Background: an optimization exercise with open tools, aiming at small area, a short achievable clock period and few clock cycles. Do not read the settings as production practice.
RTL that was checked went through simulation tests only; none was proved equivalent to the original.
Power figures rest on the tool's default switching activity, not on a simulated workload.

// bk_unpack
module bk_unpack (
    input  wire        clk,
    input  wire        rst,             
    input  wire        start,           
    input  wire [15:0] packed_size,
    input  wire [15:0] unpacked_size,
    input  wire [15:0] buf_len,
    output wire        idle,
    output reg         done,            
    output reg  [3:0]  status,
    output reg         mem_req,
    output reg         mem_we,
    output reg  [15:0] mem_addr,
    output wire [7:0]  mem_wdata,
    input  wire        mem_gnt,
    input  wire [7:0]  mem_rdata
);
    localparam [3:0] ST_OK        = 4'd0,
                     ST_CHECKSUM  = 4'd1,
                     ST_TRAILER   = 4'd3,
                     ST_BUFSMALL  = 4'd4,
                     ST_SIZE      = 4'd5,
                     ST_READBND   = 4'd6,
                     ST_WRITEBND  = 4'd7,
                     ST_REFBND    = 4'd8;
    localparam [5:0] PF_AT = 6'd8;
    localparam [2:0] S_IDLE = 3'd0,
                     S_TRL  = 3'd1,    
                     S_NORM = 3'd2,    
                     S_HDR  = 3'd3,    
                     S_H2   = 3'd4,    
                     S_LIT  = 3'd5,    
                     S_REF  = 3'd6,    
                     S_FIN  = 3'd7;    
    reg  [2:0]  st;
    reg  [15:0] rptr;      
    reg  [2:0]  pf_iss;    
    reg  [2:0]  nx_cnt;    
    reg  [31:0] nxt;
    reg  [31:0] chunk;
    reg  [31:0] crc;
    reg  [5:0]  pos;       
    reg         fresh;     
    reg         rrq;       
    reg         commit_d;  
    reg         f6_r;      
    reg         f7_r;      
    reg         hz_pre;    
    reg  [16:0] dst;       
    reg  [12:0] nmd;       
    reg  [1:0]  tw;        
    reg  [8:0]  cnt;       
    reg         x9;        
    reg  [11:0] off;
    reg         rfirst;
    reg  [2:0]  c3;        
    reg         c3v;
    reg  [7:0]  wd_q;      
  ...
Settings: LEC_CHECK=0, CAP_MARGIN=20, CORE_MARGIN=2, CORE_UTILIZATION=65, CTS_BUF_LIST=sky130_fd_sc_hd__clkbuf_8, CTS_CLUSTER_SIZE=40, PLACE_DENSITY=0.45, SETUP_SLACK_MARGIN=2.2, SLEW_MARGIN=20; clock period 6.0 ns.
standard.sh (not shown) runs the stock make flow with config.mk's settings and CLKGATE_MAP_FILE= SYNTH_SCRIPT=/design/flow/synth_recipe.tcl, a recipe that flattens the netlist after the stock synthesis.
==> flow/flow/run.sh <==
#!/bin/bash
# Layout: the standard ORFS flow (standard.sh, unchanged synthesis and
# steps), with the port buffers that global placement inserts made
# sky130_fd_sc_hd__buf_1 cells instead of the default pick. Every input and
# output port still gets its own buffer. make's output goes to
# standard_flow.log; each ORFS step keeps its own log under orfs/logs/.
set -euo pipefail
export BUFFER_PORTS_ARGS="-buffer_cell sky130_fd_sc_hd__buf_1"
bash ./standard.sh > standard_flow.log 2>&1
The first run completed without violations.
Testbench counts at the start, summed over its fixed seeds: cycles 118,040.
==> next run, changes <==
--- a/flow/config.mk
+++ b/flow/config.mk
@@ -13 +13 @@
-export PLACE_DENSITY = 0.45
+export PLACE_DENSITY = 0.75
Synthesized area stays the same.
Total power goes down by 1.2%.
Routed wire length came out higher by 1.0%.
Clock skew shrinks by 0.0077 ns.
Core utilization hardly moves.
Design area hardly moves.
Setup slack got worse by 0.038 ns.
Flip-flop and latch count is unchanged.
Critical path depth falls by 6.
Die area stays the same.
Clock-buffer cell count decreases by 2.
==> next run, changes <==
--- a/flow/config.mk
+++ b/flow/config.mk
@@ -11,3 +11 @@
-export CTS_BUF_LIST = sky130_fd_sc_hd__clkbuf_8
-export CTS_CLUSTER_SIZE = 40
-export PLACE_DENSITY = 0.75
+export CTS_BUF_LIST = sky130_fd_sc_hd__clkbuf_4 sky130_fd_sc_hd__clkbuf_8
What happened: The new run completed without violations. Worst setup slack improved by 0.047 ns. Area after synthesis stays the same. Total power went up by 2.3%. Non-clock buffer count went down by 3. Utilization went up by 0.20 points. Cell count hardly moves. Via count is about the same. Clock-buffer cell count went up by 10. Cell area stays flat.
==> next run, changes <==
--- a/flow/config.mk
+++ b/flow/config.mk
@@ -11,2 +11 @@
-export CTS_BUF_LIST = sky130_fd_sc_hd__clkbuf_4 sky130_fd_sc_hd__clkbuf_8
-export SETUP_SLACK_MARGIN = 2.2
+export SETUP_SLACK_MARGIN = 2.7
The new run completed with no timing, DRC or antenna violations.
Final cell count grows by a few percent.
Clock power grows by roughly a tenth.
Count of clock-buffer cells in the layout goes down by 22.
Die area does not change.
Clock skew goes down by 0.0081 ns.
Sequential power stays flat.
Wire length came out higher by roughly a tenth.
Non-clock buffer count is higher by 69.


Another version of the RTL of bk_unpack (not shown whole).
Size in the first run: ~1,800 cells after synthesis, ~220 flip-flops, roughly 0.016 mm2 of cells after synthesis.
export LEC_CHECK = 0
export CAP_MARGIN = 0
export CORE_MARGIN = 2
export CORE_UTILIZATION = 65
export GPL_ROUTABILITY_DRIVEN = 0
export SETUP_SLACK_MARGIN = 2.2
export SLEW_MARGIN = 0
create_clock -name core_clock -period 6.0 [get_ports {clk}]
Scripts as last shown in full above: flow/flow/run.sh
The starting point finished clean.
==> next run, changes <==
--- a/flow/config.mk
+++ b/flow/config.mk
@@ -9,5 +9,4 @@
 export CORE_MARGIN = 2
 export CORE_UTILIZATION = 65
-export GPL_ROUTABILITY_DRIVEN = 0
 export SETUP_SLACK_MARGIN = 2.2
 export SLEW_MARGIN = 0
Die area is unchanged.
Power grows by a few percent.
Non-clock buffer count went down by 17.
Worst hold slack improved by 5.4 ps.
First-iteration DRC count climbs by about a fifth.
Global-route usage came out higher by 0.42 points.
Final area increases slightly.
Routed wire length climbs slightly.
Count of clock-buffer cells in the layout went down by 4.
No functional check of the RTL was part of any run of this note.


## purple
bk_unpack, a different RTL version from the one above (not shown whole).
For scale: about 1700 cells after synthesis, roughly 92 I/O pins.
==> flow/config.mk <==
export PLATFORM = sky130hd
export DESIGN_NAME = bk_unpack
export DESIGN_NICKNAME = bk_unpack
export VERILOG_FILES = /design/flow/design.v
export SDC_FILE = /design/flow/constraint.sdc
export NUM_CORES = 4
export LEC_CHECK = 0
export CAP_MARGIN = 20
export CORE_MARGIN = 2
export CORE_UTILIZATION = 65
export SETUP_SLACK_MARGIN = 2.4
export SLEW_MARGIN = 20
==> flow/constraint.sdc <==
create_clock -name core_clock -period 6.0 [get_ports {clk}]
set_input_delay 1.2000 -clock core_clock [delete_from_list [all_inputs] [get_ports {clk}]]
set_output_delay 1.2000 -clock core_clock [all_outputs]
set_load 0.01 [all_outputs]
Scripts as last shown in full above: flow/flow/run.sh
purple: PASS, flow complete, no timing, DRC or antenna violations
Testbench counts of purple, summed over its fixed seeds: cycles 117,870.
## Diff of input files: green against purple
Settings: SETUP_SLACK_MARGIN changed from 2.4 to 2.0.
## What came out
Routed wire length: green and purple compared, lower one is green. Going from purple to green, the flip-flop and latch share of the layout cell area was found to have gone up by 1.9 points. Of green and purple, the run reporting the lower combinational share of power was green. Design area was lower in the run labelled green. The higher count of non-CTS buffers in the layout of green and purple is in purple. Sequential cell fraction of total power for green: 0.6 points up relative to purple. The post-layout total power of green was superior to that of purple. Diff purple -> green: largest stage delay on the critical path increased 0.05 ns, clock network fraction of design power picked up an extra 0.7 points.


11-18:
RTL: one of the versions met above, not the one the previous note started from.
For scale: ~1800 cells after synthesis, ~230 flip-flops, ~92 I/O pins, about 17000 sq um of cells after synthesis.
export LEC_CHECK = 0
export CAP_MARGIN = 20
export CORE_MARGIN = 2
export CORE_UTILIZATION = 65
export CTS_BUF_LIST = sky130_fd_sc_hd__clkbuf_8
export CTS_CLUSTER_SIZE = 40
export SETUP_SLACK_MARGIN = 2.2
export SLEW_MARGIN = 20
create_clock -name core_clock -period 6.0 [get_ports {clk}]
Scripts as last shown in full above: flow/flow/run.sh
The final layout from 11-18, which completed every stage, passed the timing, design-rule and antenna checks at the end of the flow.
Testbench counts of 11-18, summed over its fixed seeds: cycles 118,040.
Relative to 11-18, the following input files were edited for 01-20:
Settings: clearing CTS_CLUSTER_SIZE, which used to be 40; clearing CTS_BUF_LIST, which used to be sky130_fd_sc_hd__clkbuf_8.
Results
01-20 vs. 11-18: shortest period the worst path allows grew by 4.0 ps; data required time at the worst endpoint roughly the same; first-pass GRT wire length picked up an extra 0.58%; worst endpoint data arrival time neither gained nor lost much. Compare 11-18 and 01-20 | post-detailed-route via-to-cell ratio higher: 01-20. Between 11-18 and 01-20, the maximum frequency does not differ in any meaningful way. Setup slack: 01-20 less than 11-18. 01-20 vs 11-18, final routed wirelength across all metal layers went up by about 0.4%. Power after layout is higher on 01-20.

[static timing again, ports no longer ideal]
In the flow no input, the clock included, has a driving cell. The finished layouts below were timed again as built, in two steps.
Step 1: set_driving_cell puts a clkbuf_16 on clk and a buf_2 on each other input, an assumption about the parent block.
Step 2 also shifts input and output timing later by t, the mid clock arrival at the registers, as if the neighbouring blocks saw the same clock.
Slacks: ideal / step 1 / step 2; pairs: ideal / step 1.
| run | shift t [ns] | setup WS [ns] | worst setup path at the end | clock arrival spread, ns | slew at the worst register clock pin (ns) |
|---|---|---|---|---|---|
| the first run of note 1 | 0.606 | 2.289 / 2.289 / 1.852 | input to register | 0.030 / 0.030 | 0.07 / 0.07 |
| the second run of note 1 | 0.617 | 2.251 / 2.251 / 1.703 | input to register | 0.022 / 0.022 | 0.07 / 0.07 |
| the third run of note 1 | 0.606 | 2.298 / 2.298 / 1.839 | input to register | 0.030 / 0.030 | 0.07 / 0.07 |
| the fourth run of note 1 | 0.599 | 2.482 / 2.482 / 2.025 | input to register | 0.023 / 0.023 | 0.07 / 0.07 |
| the first run of note 2 | 0.585 | 2.157 / 2.157 / 2.157 | register to register | 0.016 / 0.016 | 0.07 / 0.07 |
| the second run of note 2 | 0.599 | 2.237 / 2.237 / 2.172 | input to register | 0.012 / 0.012 | 0.07 / 0.07 |
| purple | 0.583 | 2.296 / 2.296 / 1.968 | input to register | 0.014 / 0.013 | 0.06 / 0.06 |
| green | 0.589 | 2.117 / 2.117 / 1.649 | input to register | 0.018 / 0.018 | 0.07 / 0.07 |
| 11-18 | 0.606 | 2.289 / 2.289 / 1.852 | input to register | 0.030 / 0.030 | 0.07 / 0.07 |
| 01-20 | 0.601 | 2.285 / 2.285 / 1.865 | input to register | 0.024 / 0.024 | 0.07 / 0.07 |
After both steps setup and hold are still met in every run listed. For the second run of note 1, which loses most, drivers alone change the setup slack by 0.000 ns; drivers and shift together by -0.548 ns.
